This design comes from an exercise in tuning for small area, a short achievable clock period and few clock cycles on the open sky130 flow, not from production work. In this exercise RTL edits were held to simulation tests only and were not proved equivalent to the original. Power and IR drop assume default switching activity.

==> flow/design.v <==
module pgs_hdec #(
    parameter NMAX = 32                  
) (
    input  wire        clk,
    input  wire        rst,              
    input  wire        start,
    input  wire [31:0] dec_off,
    input  wire [15:0] dec_runs,
    input  wire [15:0] dec_len,
    input  wire [12:0] clen,
    output wire        busy,
    output reg         done,
    output reg  [3:0]  err,
    output reg  [12:0] dec_end,
    output wire        mem_req,
    output wire [11:0] mem_addr,
    input  wire        mem_ack,
    input  wire [7:0]  mem_rdata,
    output wire        dbuf_we,
    output wire [4:0]  dbuf_addr,
    output wire [23:0] dbuf_wdata
);
    localparam NINT = NMAX - 1;          
    localparam [3:0] E_OK        = 4'd0,
                     E_BAD_OPND  = 4'd10,
                     E_TRUNC     = 4'd11,
                     E_BAD_TREE  = 4'd12,
                     E_BAD_START = 4'd13;
    localparam [2:0] S_IDLE  = 3'd0,
                     S_TREE  = 3'd1,
                     S_CODE  = 3'd2,
                     S_START = 3'd3,
                     S_WRITE = 3'd4;
    reg [2:0]  state;
    reg [11:0] base;          
    reg [12:0] addr;          
    reg        ga;            
    reg        oka0, oka1;    
    reg [5:0]  inn;           
    reg [4:0]  lsz [0:NINT-1];    
    reg        lw_en;
    reg        single;        
    reg [4:0]  wj;            
    reg [4:0]  wl;            
    reg [4:0]  wsz;           
    reg [2:0]  bp;            
    reg [7:0]  cb;            
    reg        cbv;           
    reg [5:0]  r;             
    reg        wmore;         
    reg        emit;          
    wire [5:0]  rr;           
    wire [12:0] raddr;        
    wire [2:0]  rbp;
    reg        sv;
    reg [4:0]  sj;
    reg [4:0]  sl;
    reg        tv;
    reg [9:0]  tq;            
    reg [12:0] faddr;
    reg [2:0]  fs;            
    reg [1:0]  cnt;           
    reg        fv;            
    reg [31:0] acc;           
    reg        full;          
    reg        cnv;           
    reg [23:0] cn;
    reg        bad_st;
    reg [NMAX-1:0] bmap;      
    reg [4:0]  p;             
    reg        bnd;           
    reg [23:0] cur;           
    assign raddr = cur[12:0];
    assign rr    = cur[18:13];
    assign rbp   = cur[21:19];
    assign busy     = (state != S_IDLE);
    assign mem_req  = busy;
    assign mem_addr = ga ? addr[11:0] : faddr[11:0];
    wire ack = mem_ack;
    wire [7:0] rd = mem_rdata;
    wire [12:0] addr2 = addr + 13'd2;
    wire tbit = rd[~p[2:0]];
    wire pair = (p[2:0] != 3'd7) && rd[~(p[2:0] + 3'd1)] && ((p >= 5'd7) ? oka1 : oka0);
    wire cword_ok = (p >= 5'd8) ? oka1 : oka0;     
    wire [12:0] wla  = raddr;
    wire [12:0] wla4 = wla + 13'd4;
    wire [12:0] o2   = (p >= 5'd8) ? wla + 13'd1 : wla - 13'd3;
    wire        link_fw = lw_en && (sj == wj);
    wire [4:0]  link = link_fw ? sl : lsz[wj];
    wire last_run = (r + 6'd1 == dec_runs[5:0]);
    wire walking = (state == S_CODE) ||
                   (state == S_WRITE && wmore && !sv);
    wire [7:0] cbyte = cbv ? cb : rd;
    wire cbit = cbyte[bp];
    wire step = walking && (cbv || (ga && ack));
    wire [4:0] a  = lsz[wj];
    wire [4:0] rsz = wsz - a;                         
    wire [4:0] wj1 = wj + 5'd1;
    wire [4:0] wjn = cbit ? wj1 + a : wj1;
    wire [4:0] wln = cbit ? wl + a + 5'd1 : wl;
    wire [4:0] wszn = (cbit ? rsz : a) - 5'd1;
    wire       hit = cbit ? (a == wsz) : (a == 5'd0);
    wire st_bad = ((r == 6'd0) ? (rd != 8'd0) : (rd <= {3'd0, p})) || ({8'd0, rd} >= dec_len);
    wire        wr_now = (state == S_WRITE) && (!bnd || cnv);
    assign dbuf_we    = wr_now;
    assign dbuf_addr  = p;
    assign dbuf_wdata = bnd ? cn : cur;
    wire [4:0]  p1 = p + 5'd1;
    wire        take = wr_now && bnd && !single;           
    wire        arrive = fv && !ga && ack;
    wire [1:0]  nb1 = (fs == 3'd0) ? 2'd2 : 2'd3;        
    wire        last_in = arrive && (cnt == nb1);
    wire        move = (full || last_in) && (!cnv || take);  
    wire        abusy = (fv && !last_in) || ((full || last_in) && !move);
    wire        fload = tv && !abusy;
    wire        tload = sv && (!tv || fload);
    wire [9:0]  tcol = {1'b0, sl, 4'd0} + {2'b0, sl, 3'd0} + {5'd0, sl} + {5'd0, sj} + 10'd1;
    wire [14:0] rdsh = {7'd0, rd} << fs;
    wire [31:0] accn = {acc[23:0], 8'd0} | {17'd0, rdsh};
    wire [23:0] color = (fs == 3'd0) ? accn[23:0] : accn[31:8];
    wire        emit_now = emit && (!sv || tload);
    wire        ga_next = (walking && !cbv && !(ga && ack)) ||
                          (step && bp == 3'd7 && !(hit && (state == S_WRITE || last_run))) ||
                          (state == S_WRITE && wmore && tload && !cbv);
    always @(posedge clk) begin
        if (rst) begin
            state   <= S_IDLE;
            done    <= 1'b0;
            err     <= E_OK;
            dec_end <= 13'd0;
        end else begin
            done    <= 1'b0;
            lw_en   <= 1'b0;
            if (lw_en)
                lsz[sj] <= sl;
            if (state == S_CODE || state == S_WRITE)
                ga <= ga_next;
            if (arrive) begin
                cnt   <= cnt + 2'd1;
                faddr <= faddr + 13'd1;
                if (last_in) begin
                    acc[23:0] <= color;
                    fv <= 1'b0;
                end else begin
                    acc <= accn;
                end
            end
            if (move) begin
                cn   <= full ? acc[23:0] : color;
                cnv  <= 1'b1;
                full <= 1'b0;
            end else begin
                if (last_in)
                    full <= 1'b1;
                if (take)
                    cnv <= 1'b0;
            end
            if (tload) begin
                tq <= tcol;
                tv <= 1'b1;
                sv <= 1'b0;
            end else if (fload) begin
                tv <= 1'b0;
            end
            if (fload) begin
                faddr <= {1'b0, base} + {6'd0, tq[9:3]};
                fs    <= tq[2:0];
                cnt   <= 2'd0;
                fv    <= 1'b1;
            end
            if (step && (state == S_WRITE || oka0)) begin
                bp  <= bp + 3'd1;
                cb  <= cbyte;
                cbv <= (bp != 3'd7);
                if (bp == 3'd7) begin
                    addr <= addr + 13'd1;
                    oka0 <= oka1;
                    oka1 <= (addr2 < clen);
                end
                if (hit) begin
                    wj  <= 5'd0;
                    wl  <= 5'd0;
                    wsz <= inn[4:0] - 5'd1;
                    r  <= r + 6'd1;
                    if (state == S_WRITE && last_run)
                        wmore <= 1'b0;
                    if (state == S_WRITE || emit_now) begin
                        sv <= 1'b1;
                        sj <= wjn;
                        sl <= wln;
                    end
                    if (state == S_CODE) begin
                        if (emit_now) begin
                            cur[18:13] <= r + 6'd1;
                            cur[12:0] <= (bp == 3'd7) ? addr + 13'd1 : addr;
                            cur[21:19] <= bp + 3'd1;
                        end else begin
                            emit  <= 1'b0;
                        end
                    end
                end else begin
                    wj  <= wjn;
                    wl  <= wln;
                    wsz <= wszn;
                end
            end
            case (state)
            S_IDLE: begin
                if (start) begin
                    base   <= dec_off[11:0];
                    addr   <= {1'b0, dec_off[11:0]};
                    ga     <= 1'b1;
                    cur[12:0]  <= {1'b0, dec_off[11:0]} + 13'd7;
                    oka0   <= ~|dec_off[31:12] && ({1'b0, dec_off[11:0]} + 13'd3 < clen);
                    oka1   <= ~|dec_off[31:12] && ({1'b0, dec_off[11:0]} + 13'd7 < clen);
                    p     <= 5'd0;
                    r     <= 6'd0;
                    inn    <= 6'd0;
                    bmap   <= {NMAX{1'b0}};
                    sv     <= 1'b0;
                    tv     <= 1'b0;
                    fv     <= 1'b0;
                    full   <= 1'b0;
                    cnv    <= 1'b0;
                    if (dec_len == 16'd0 || dec_len > NMAX ||
                        dec_runs == 16'd0 || dec_runs > dec_len) begin
                        err  <= E_BAD_OPND;
                        done <= 1'b1;
                    end else begin
                        state <= S_TREE;
                    end
                end
            end
            S_TREE: begin
                if (!oka0) begin
                    err   <= E_TRUNC;
                    done  <= 1'b1;
                    state <= S_IDLE;
                end else if (ack) begin
                    if (tbit) begin
                        if (!cword_ok) begin
                            err   <= E_TRUNC;
                            done  <= 1'b1;
                            state <= S_IDLE;
                        end else begin
                            r   <= r + 6'd1;
                            p   <= p + 5'd25;
                            addr <= addr + ((p[2:0] == 3'd7) ? 13'd4 : 13'd3);
                            if (p >= 5'd7) begin
                                cur[12:0] <= wla4;
                                oka0  <= oka1;
                                oka1  <= (wla4 < clen);
                            end
                            if (r == inn) begin
                                addr   <= o2;
                                oka0   <= (o2 < clen);
                                oka1   <= (o2 + 13'd1 < clen);
                                single <= (inn == 6'd0);
                                wj     <= 5'd0;
                                wl     <= 5'd0;
                                wsz    <= inn[4:0] - 5'd1;
                                bp     <= 3'd0;
                                cbv    <= 1'b0;
                                emit   <= 1'b1;
                                r      <= 6'd0;
                                bad_st <= 1'b0;
                                if (inn == 6'd0) begin
                                    sv    <= 1'b1;
                                    sj    <= 5'd0;
                                    sl    <= 5'd0;
                                    state <= S_START;
                                end else begin
                                    state <= S_CODE;
                                end
                            end else begin
                                lw_en <= 1'b1;
                                sj  <= wj;
                                sl  <= inn[4:0] - wj - 5'd1;
                                wj   <= link;
                            end
                        end
                    end else begin
                        if (inn == dec_len[5:0] - 6'd1) begin
                            err   <= E_BAD_TREE;
                            done  <= 1'b1;
                            state <= S_IDLE;
                        end else if (pair) begin
                            lw_en <= 1'b1;
                            sj    <= inn[4:0];
                            sl    <= 5'd0;
                            inn   <= inn + 6'd1;
                            r     <= r + 6'd1;
                            p     <= p + 5'd26;
                            addr  <= addr + ((p[2:0] >= 3'd6) ? 13'd4 : 13'd3);
                            if (p >= 5'd6) begin
                                cur[12:0] <= wla4;
                                oka0  <= oka1;
                                oka1  <= (wla4 < clen);
                            end
                        end else begin
                            lw_en <= 1'b1;
                            sj  <= inn[4:0];
                            sl  <= wj;
                            wj   <= inn[4:0];
                            inn   <= inn + 6'd1;
                            p    <= p + 5'd1;
                            if (p[2:0] == 3'd7)
                                addr <= addr + 13'd1;
                            if (p == 5'd31) begin
                                cur[12:0] <= wla4;
                                oka0  <= oka1;
                                oka1  <= (wla4 < clen);
                            end
                        end
                    end
                end
            end
            S_CODE: begin
                if (!cbv && !oka0) begin
                    err   <= E_TRUNC;
                    done  <= 1'b1;
                    state <= S_IDLE;
                end else if (step && hit && last_run) begin
                    r     <= 6'd0;
                    addr  <= addr + 13'd1;
                    ga    <= 1'b1;
                    oka0  <= oka1;
                    oka1  <= (addr2 < clen);
                    state <= S_START;
                end
            end
            S_START: begin
                if (!oka0) begin
                    err   <= E_TRUNC;
                    done  <= 1'b1;
                    state <= S_IDLE;
                end else if (ack) begin
                    addr    <= addr + 13'd1;
                    oka0    <= oka1;
                    oka1    <= (addr2 < clen);
                    p <= rd[4:0];
                    bmap[rd[4:0]] <= 1'b1;
                    if (st_bad)
                        bad_st <= 1'b1;
                    r <= r + 6'd1;
                    if (last_run) begin
                        if (bad_st || st_bad) begin
                            err   <= E_BAD_START;
                            done  <= 1'b1;
                            state <= S_IDLE;
                        end else begin
                            dec_end <= addr + 13'd1;
                            p     <= 5'd0;
                            bnd   <= 1'b1;
                            addr  <= raddr;
                            bp    <= rbp;
                            cbv   <= 1'b0;
                            wj    <= 5'd0;
                            wl    <= 5'd0;
                            wsz   <= inn[4:0] - 5'd1;
                            r     <= rr;
                            wmore <= !single && (dec_runs[5:0] != rr);
                            ga    <= !single && (dec_runs[5:0] != rr);
                            state <= S_WRITE;
                        end
                    end
                end
            end
            S_WRITE: begin
                if (wr_now) begin
                    p   <= p1;
                    bnd <= bmap[p1];
                    if (bnd)
                        cur <= cn;
                    if (p == dec_len[4:0] - 5'd1) begin
                        err   <= E_OK;
                        done  <= 1'b1;
                        state <= S_IDLE;
                    end
                end
            end
            default: state <= S_IDLE;
            endcase
        end
    end
endmodule
==> flow/run.sh <==
#!/bin/bash
# synth_recipe.tcl (not shown) runs the flow's synth.tcl, then flattens the netlist and writes it again
# the make line also repeats each setting of config.mk as NAME=value (left out here)
make -C /OpenROAD-flow-scripts/flow DESIGN_CONFIG=/design/flow/config.mk WORK_HOME=/design/flow/orfs CLKGATE_MAP_FILE= SYNTH_SCRIPT=/design/flow/synth_recipe.tcl finish
==> flow/config.mk <==
export PLATFORM = sky130hd
export DESIGN_NAME = pgs_hdec
export DESIGN_NICKNAME = pgs_hdec
export VERILOG_FILES = /design/flow/design.v
export SDC_FILE = /design/flow/constraint.sdc
export NUM_CORES = 4
export LEC_CHECK = 0
export CAP_MARGIN = 20
export CORE_MARGIN = 2
export CORE_UTILIZATION = 40
export CTS_BUF_LIST = sky130_fd_sc_hd__clkbuf_16
export CTS_CLUSTER_DIAMETER = 80
export CTS_CLUSTER_SIZE = 24
export SETUP_SLACK_MARGIN = 2.8
export SLEW_MARGIN = 20
==> flow/constraint.sdc <==
create_clock -name core_clock -period 7.0 [get_ports {clk}]
set_input_delay 1.4000 -clock core_clock [delete_from_list [all_inputs] [get_ports {clk}]]
set_output_delay 1.4000 -clock core_clock [all_outputs]
set_load 0.01 [all_outputs]
==> results.toml, run 1 <==
[floorplan]
die_y_um = 271
core_area_um2 = 70300
start_util_pct = 40.5
num_rows = 97
die_w_um = 271
die-area_um2 = 73200
ios = 151

[global_route]
grt_pass1_vias = 23100
antenna_found_initial = 0
grt_max_degree = 57
gr-total-overflow = 0
track_usage_pct = 27.3
grtUsageMet3_pct = 4.70
grt_pass1_wl_um = 152000
grt.met1_usage_pct = 38.2
grt.met2_usage_pct = 42.9
top_usage_layer = "met2"

[routing]
firstDrtPassIters = 9
via_per_inst = 6.17
vias = 24000
drt-initial-drc-count = 3048
avgRoutedWirePerCell_um = 26.5
totalWireLength_um = 103000
drc = 0
drtAntennaViolNets = 0

[synth]
synthSimpleGateAreaFrac_pct = 14.2
synth_cell_types = 91
synth_compound_area_share_pct = 14.9
synth-seq-area-share_pct = 41.8
synth_enable_flop_cells = 379
synth_cells = 2790
synth_top_cells_by_count = "379 x edfxtp_1, 299 x nor2_1, 198 x nand2_1"
yosysWarnings = 1
synth_xor_area_share_pct = 6.71
synth_fp_nets = 3065
synth.area.mux_share_pct = 9.77
async_reset_ff_share_pct = 0
synth_top_area_share_pct = 40.0
synth_area_leaders = "edfxtp_1 40%, ha_1 7.7%, xnor2_1 4.1%"
synth_top_family_by_area = "compound AO/OA/AOI/OAI gates"
yosysMostFrequentCell = "edfxtp_1"
ys_dominant_reg_cell = "edfxtp_1"
avgSynthCellArea_um2 = 10.2
synth_area_um2 = 28400
synth_seq_cells = 405
synthAdderAreaFrac_pct = 8.47
yosysTopAreaCell = "edfxtp_1"

[sta]
slew_headroom_pct = 25.3
holdWs_ns = 0.472
timing.setup.tns_ns = 0
final_max_slew_viol_count = 0
finClkSkew_ns = 0.0308
fin_crit_ns = 4.22
fmax_mhz = 237
setup_viol = 0
fin_ws_ns = 2.78
worstMarginPinSlew_ns = 1.12
hold_violations = 0
finalCritPeriodShare_pct = 60.2
rsz0062_at_grt = "yes"

[cells_and_area]
syn_to_final_growth_pct = 16.5
fillers = 6444
final_cell_area_um2 = 33100
layout-drive-gt1-share_pct = 14.6
nNetsFinal = 3206

[critical_path]
critical-path-top-delay-family = "multiplexers"
critPathBufInv = 4
cp_max_fo = 17
max_stage_delay_ns = 0.55
start_kind = "primary input"
critPathKind = "primary input to flop"
arrival_ns = 4.55
end_kind = "flop"
critical_path.slowest_cell = "mux4_2"
path_cells = "clkdlybuf4s50_1 > buf_6 > mux4_2 > mux4_2 > inv_2 > nand2_2 > o22a_4 > a211oi_4 > buf_6 > mux2i_1 > o22ai_1"
required_ns = 7.33

[placement]
port_buffers = 150
pre_cts_ws_ns = 1.09
placedInstanceArea_um2 = 30900
gp_congestion = 0.999
dp_hpwl_um = 75200

[clocking]
cts_tree = "yes"
cts.clk_slew.worst_paths_ns = 0.10
clockRootBuffer = "clkbuf_16"
cts.htree.levels = 1
ctsHoldBuffers = 0
cts_buffer_depth = 3
cts-buffers-inserted = 30
worstSkewPairLatency_ns = 0.62
cts.sinks = 405

[run_status]
outcome = "finished clean"

[pwr]
power.density_nw_per_um2 = 184
leakage_nw = 12.0
ir_drop_mv = 0.222

[run]
cap_violations = 0

[hold_path]
hold_class = "flop to flop"
-- layout make-up --
| type | instances | area [µm²] | share of cell area, % |
|---|---|---|---|
| inverter | 114 | 429 | 1.30 |
| clock buffer | 30 | 751 | 2.27 |
| sequential | 405 | 11900 | 36.0 |
| multi-input combinational | 2098 | 15900 | 48.0 |
| timing repair buffer | 282 | 2620 | 7.91 |
| tap | 940 | 1180 | 3.55 |
| antenna | 1 | 2.50 | 0.00755 |
| clock inverter | 24 | 317 | 0.955 |
-- sequential cells by signal, indices dropped and copies added, names as in the netlist, 6 cells and up, named ones only --
| register | flops |
|---|---|
| base | 12 |
| r | 6 |
| acc | 24 |
| inn | 6 |
| tq | 10 |
| bmap | 32 |
| dec_end | 13 |
| faddr | 12 |
| cn | 24 |
| addr | 13 |
| lsz | 155 |
| cur | 24 |
| cb | 8 |
-- power by group --
| group | leakage [nW] | switching [mW] | internal, mW |
|---|---|---|---|
| Combinational | 7.79 | 0.794 | 0.567 |
| Sequential | 3.73 | 0.114 | 2.72 |
| Clock | 0.528 | 1.03 | 0.866 |
| Total | 12.0 | 1.94 | 4.15 |
-- cells by family after synthesis --
| kind of cell | Yosys count |
|---|---|
| muxes | 206 |
| DFF | 405 |
| and+or+nand+nor | 841 |
| xor gates and xnor gates | 213 |
| buffers and inverters | 289 |
| adders and majority gates | 186 |
| AOI/OAI and AO/OA | 650 |
-- metal layers --
metal / part of all wire [%] / vias up
met5: 0 / -
met4: 3.9 / 0
met2: 45 / 1220
met1: 42 / 11900
met3: 9.2 / 209
li1: - / 10700
-- worst register-to-register path, stage by stage (launching register included) --
cell      delay (ns)
dfxtp_4         0.47
buf_4           0.16
mux4_2          0.51
a22oi_1         0.23
and3_1          0.26
a211o_4         0.20
inv_1           0.10
ha_1            0.29
and4_1          0.22
nand2_2         0.11
o22a_4          0.26
a211oi_4        0.38
buf_6           0.24
mux2i_1         0.27
o22ai_1         0.14
-- cells in the final DEF, fill, tap and decap left out, types with 26 or more instances in the layout --
master,netlist,routed
ha_1,175,172
a211oi_1,38,37
buf_4,3,117
mux4_2,45,45
nand2_1,198,193
a21oi_1,172,169
and3_1,32,31
edfxtp_1,379,379
a21o_1,29,28
clkbuf_16,0,31
inv_1,112,114
nor3_1,55,47
xor2_1,76,69
nand4_1,30,30
mux2i_1,75,70
xnor2_1,134,130
mux2_2,83,82
nor2_1,299,291
clkdlybuf4s50_1,0,134
a22oi_1,32,32
nand3_1,65,64
nor4_1,27,26
o21ai_0,125,118
-- stage by stage --
stage	util, %	instances	total power, mW
floorplan	-	2790	3.66
global placement	43.9	3764	4.10
detailed placement	43.9	3764	4.12
CTS	46.3	3861	6.06
global route	47.2	3893	6.33
finish	47.2	3894	6.09
-- final timing paths --
kind,start,to,slack (ns),cells after the start
setup / recovery,mem_rdata[1],sl[1],2.78,11
hold / removal,cn[22],cur[22],0.47,0
setup reg to reg,flop,sl[1],2.88,14
hold reg to reg,cn[22],cur[22],0.47,0
-- what timing repair did --
action | CTS | global route
setup endpoints to repair | 116 | 87
resized for setup | 70 | 85
setup buffers | 40 | 30
cloned | 3 | 2
endpoints found under the hold margin | 0 | 0
pin swaps | 9 | 18
Testbench counts, summed over its fixed seeds: cycles 65,667.
==> run 2: changes to the inputs <==
--- a/flow/design.v
+++ b/flow/design.v
@@ -37,3 +37,3 @@
     reg        ga;            
-    reg        oka0, oka1;    
+    reg [13:0] dd;            
     reg [5:0]  inn;           
@@ -51,5 +51,5 @@
     reg        emit;          
-    wire [5:0]  rr;           
-    wire [12:0] raddr;        
-    wire [2:0]  rbp;
+    reg [5:0]  rr;            
+    reg [12:0] raddr;         
+    reg [2:0]  rbp;
     reg        sv;
@@ -72,5 +72,2 @@
     reg [23:0] cur;           
-    assign raddr = cur[12:0];
-    assign rr    = cur[18:13];
-    assign rbp   = cur[21:19];
     assign busy     = (state != S_IDLE);
@@ -80,6 +77,7 @@
     wire [7:0] rd = mem_rdata;
-    wire [12:0] addr2 = addr + 13'd2;
+    wire okw_cur  = !dd[13] || (dd[13:2] == 12'hfff);    
+    wire okw_next = !dd[13];                      
     wire tbit = rd[~p[2:0]];
-    wire pair = (p[2:0] != 3'd7) && rd[~(p[2:0] + 3'd1)] && ((p >= 5'd7) ? oka1 : oka0);
-    wire cword_ok = (p >= 5'd8) ? oka1 : oka0;     
+    wire pair = (p[2:0] != 3'd7) && rd[~(p[2:0] + 3'd1)] && ((p >= 5'd7) ? okw_next : okw_cur);
+    wire cword_ok = (p >= 5'd8) ? okw_next : okw_cur;     
     wire [12:0] wla  = raddr;
@@ -170,3 +168,3 @@
             end
-            if (step && (state == S_WRITE || oka0)) begin
+            if (step && (state == S_WRITE || okw_next)) begin
                 bp  <= bp + 3'd1;
@@ -176,4 +174,3 @@
                     addr <= addr + 13'd1;
-                    oka0 <= oka1;
-                    oka1 <= (addr2 < clen);
+                    dd   <= dd - 14'd1;
                 end
@@ -193,5 +190,5 @@
                         if (emit_now) begin
-                            cur[18:13] <= r + 6'd1;
-                            cur[12:0] <= (bp == 3'd7) ? addr + 13'd1 : addr;
-                            cur[21:19] <= bp + 3'd1;
+                            rr    <= r + 6'd1;
+                            raddr <= (bp == 3'd7) ? addr + 13'd1 : addr;
+                            rbp   <= bp + 3'd1;
                         end else begin
@@ -212,5 +209,5 @@
                     ga     <= 1'b1;
-                    cur[12:0]  <= {1'b0, dec_off[11:0]} + 13'd7;
-                    oka0   <= ~|dec_off[31:12] && ({1'b0, dec_off[11:0]} + 13'd3 < clen);
-                    oka1   <= ~|dec_off[31:12] && ({1'b0, dec_off[11:0]} + 13'd7 < clen);
+                    raddr  <= {1'b0, dec_off[11:0]} + 13'd7;
+                    dd     <= (|dec_off[31:12]) ? 14'h2000 :
+                              {1'b0, clen} - {2'b0, dec_off[11:0]} - 14'd8;
                     p     <= 5'd0;
@@ -234,3 +231,3 @@
             S_TREE: begin
-                if (!oka0) begin
+                if (!okw_cur) begin
                     err   <= E_TRUNC;
@@ -249,5 +246,4 @@
                             if (p >= 5'd7) begin
-                                cur[12:0] <= wla4;
-                                oka0  <= oka1;
-                                oka1  <= (wla4 < clen);
+                                raddr <= wla4;
+                                dd    <= dd - 14'd4;
                             end
@@ -255,4 +251,3 @@
                                 addr   <= o2;
-                                oka0   <= (o2 < clen);
-                                oka1   <= (o2 + 13'd1 < clen);
+                                dd     <= (p >= 5'd8) ? dd - 14'd1 : dd + 14'd3;
                                 single <= (inn == 6'd0);
@@ -295,5 +290,4 @@
                             if (p >= 5'd6) begin
-                                cur[12:0] <= wla4;
-                                oka0  <= oka1;
-                                oka1  <= (wla4 < clen);
+                                raddr <= wla4;
+                                dd    <= dd - 14'd4;
                             end
@@ -309,5 +303,4 @@
                             if (p == 5'd31) begin
-                                cur[12:0] <= wla4;
-                                oka0  <= oka1;
-                                oka1  <= (wla4 < clen);
+                                raddr <= wla4;
+                                dd    <= dd - 14'd4;
                             end
@@ -318,3 +311,3 @@
             S_CODE: begin
-                if (!cbv && !oka0) begin
+                if (!cbv && !okw_next) begin
                     err   <= E_TRUNC;
@@ -326,4 +319,3 @@
                     ga    <= 1'b1;
-                    oka0  <= oka1;
-                    oka1  <= (addr2 < clen);
+                    dd    <= dd - 14'd1;
                     state <= S_START;
@@ -332,3 +324,3 @@
             S_START: begin
-                if (!oka0) begin
+                if (!okw_next) begin
                     err   <= E_TRUNC;
@@ -338,4 +330,3 @@
                     addr    <= addr + 13'd1;
-                    oka0    <= oka1;
-                    oka1    <= (addr2 < clen);
+                    dd      <= dd - 14'd1;
                     p <= rd[4:0];
--- a/flow/config.mk
+++ b/flow/config.mk
@@ -13,3 +13,3 @@
 export CTS_CLUSTER_SIZE = 24
-export SETUP_SLACK_MARGIN = 2.8
+export SETUP_SLACK_MARGIN = 3
 export SLEW_MARGIN = 20
==> run 2 against run 1 <==
Compared with the run above:
- synthesized area grew 4.5%
- still clean on timing, DRC and antenna
- die area grew 4.4%
- cell area grew 9.2%
- total power grew 27%
- sequential share of layout area shrank 0.25 points
- worst hold slack gained 0.0096 ns
- clock skew grew 0.019 ns
- largest cell class unchanged
- maximum frequency grew 1.1%
==> results.toml, run 2 <==
[run_status]
outcome = "finished clean"

[sta]
finalCritPeriodShare_pct = 59.6
setup_viol = 0
worstMarginPinSlew_ns = 1.04
finClkSkew_ns = 0.0498
fin_ws_ns = 2.83
holdWs_ns = 0.482
hold_violations = 0
timing.setup.tns_ns = 0
rsz0062_at_grt = "yes"
final_max_slew_viol_count = 0
fmax_mhz = 240
slew_headroom_pct = 30.2
fin_crit_ns = 4.17

[routing]
drt-initial-drc-count = 3133
totalWireLength_um = 114000
via_per_inst = 6.28
drc = 0
vias = 26200
avgRoutedWirePerCell_um = 27.4
drtAntennaViolNets = 0
firstDrtPassIters = 9

[critical_path]
cp_max_fo = 15
start_kind = "primary input"
required_ns = 7.34
arrival_ns = 4.52
critPathKind = "primary input to flop"
end_kind = "flop"

[pwr]
power.density_nw_per_um2 = 213
ir_drop_mv = 0.203
leakage_nw = 13.1

[placement]
gp_congestion = 0.989
dp_hpwl_um = 79800
port_buffers = 150
pre_cts_ws_ns = 1.11

[cells_and_area]
syn_to_final_growth_pct = 21.8
reg_top3 = "lsz x155, bmap x32"
final_common_cell = "edfxtp_1"
largest_reg_flops = 155
layout_common_cells = "413 x edfxtp_1, 301 x nor2_1, 229 x nand2_1"
layout-drive-gt1-share_pct = 20.1
largest-register = "lsz"
nNetsFinal = 3419

[synth]
avgSynthCellArea_um2 = 10.0
yosysTopAreaCell = "edfxtp_1"
ys_dominant_reg_cell = "edfxtp_1"
synth-seq-area-share_pct = 43.5
yosysWarnings = 1
synth_seq_cells = 439
synth_cell_types = 88
synth_top_area_share_pct = 41.7
synth_top_cells_by_count = "413 x edfxtp_1, 318 x nor2_1, 242 x nand2_1"
synth_cells = 2961
synth_fp_nets = 3201
yosysMostFrequentCell = "edfxtp_1"
async_reset_ff_share_pct = 0
synth_area_um2 = 29700
synth_enable_flop_cells = 413
synth_area_leaders = "edfxtp_1 42%, ha_1 5.9%, xnor2_1 4.1%"

[global_route]
antenna_found_initial = 6
gr-total-overflow = 0
grt_max_degree = 45
grt_pass1_vias = 25200
grt_pass1_wl_um = 166000
track_usage_pct = 28.7

[floorplan]
num_rows = 99
start_util_pct = 40.6
die_w_um = 277
die_y_um = 277
die-area_um2 = 76500
ios = 151
core_area_um2 = 73200

[clocking]
worstSkewPairLatency_ns = 0.62
cts.sinks = 439
cts_tree = "yes"
cts_buffer_depth = 3
cts-buffers-inserted = 35
cts.htree.levels = 2
cts.clk_slew.worst_paths_ns = 0.09
clockRootBuffer = "clkbuf_16"

[hold_path]
hold_class = "flop to flop"

[run]
cap_violations = 0
==> run 2: worst max-delay path: stages <==
cell and delay (ns):
buf_4 0.17, mux4_2 0.50, mux4_2 0.55, or4_4 0.61
o21ai_4 0.30, buf_4 0.17, buf_6 0.10, and2_4 0.22
a221oi_1 0.10, or3_1 0.38
==> run 2: cell families after synthesis <==
logic type,share of synthesized area [%]
fa+ha+maj,6.66
buf+inv,4.27
flops,43.5
mux,8.61
xor+xnor,6.92
compound gates,16.0
simple gates,14.0
==> run 2: path summary, 6_finish.rpt <==
check	depth (start not counted)	start	slack [ns]	end
hold reg to reg	0	tq[2]	0.48	fs[2]
setup / recovery	10	mem_rdata[1]	2.83	raddr[8]
setup reg to reg	13	flop	2.84	raddr[8]
hold / removal	0	tq[2]	0.48	fs[2]
==> run 2: routing by layer <==
layer	routed length [µm]	vias up	global-route usage [%]
met1	47300	13000	39.7
met4	4800	2	11.5
met3	11000	281	5.21
li1	-	11500	-
met2	51000	1455	44.5
met5	10	-	0.313
==> run 2: per-stage QoR <==
stage               instance area [µm²]  std cells  util, %  total power, mW
finish                            36200       4166     49.4             7.71
floorplan                         29800       2961        -             4.43
global route                      36200       4162     49.4             7.98
global placement                  32400       3964     44.3             5.11
CTS                               35200       4123     48.1             7.54
detailed placement                32400       3965     44.3             5.14
==> run 2: what timing repair did <==
item | 4_1_cts | 5_1_grt
endpoints found under the setup margin | 137 | 139
pin swaps | 63 | 66
cloned | 6 | 2
resized for setup | 219 | 179
hold buffers | 0 | 0
setup buffers | 91 | 37
==> run 2: cell type report <==
class	instances	area [µm²]
clock inverters	26	348
fillers	6646	37000
diodes	4	10.0
multi-input cells	2199	16800
well taps	959	1200
repair buffers	356	3420
inverters	148	567
clock buffers	35	876
flip-flops and latches	439	12900
==> run 2: power by group <==
| group | total (mW) | internal (mW) | switching [mW] |
|---|---|---|---|
| registers | 3.20 | 2.99 | 0.203 |
| logic | 2.30 | 0.973 | 1.32 |
| clock network | 2.22 | 1.02 | 1.20 |
Testbench counts of run 2, summed over its fixed seeds: cycles 65,667.

separate check: timing with driven ports:
In the flow no input, the clock included, has a driving cell. The finished layouts below were timed again as built, in two steps.
Step 1 (the two cells are an assumption about what drives the block):
set clk [get_ports {clk}]
set_driving_cell -lib_cell sky130_fd_sc_hd__clkbuf_16 $clk
set_driving_cell -lib_cell sky130_fd_sc_hd__buf_2 [delete_from_list [all_inputs] $clk]
Step 2 times the ports against the registers' clock, not the clock port: input delays grow and output delays shrink by t, the midpoint of the rising clock arrivals with the driver on.
Three values: ideal, step 1, step 2; two values: the first two.
| run | t, ns | setup slack, ns | cell pins on the clock port's net |
|---|---|---|---|
| run 1 | 0.672 | 2.784 / 2.825 / 2.152 | 1 |
| run 2 | 0.650 | 2.829 / 2.839 / 2.205 | 1 |
After both steps every run listed still meets setup and hold. For run 1, which loses most, drivers alone change the setup slack by +0.041 ns; drivers and shift together by -0.632 ns.
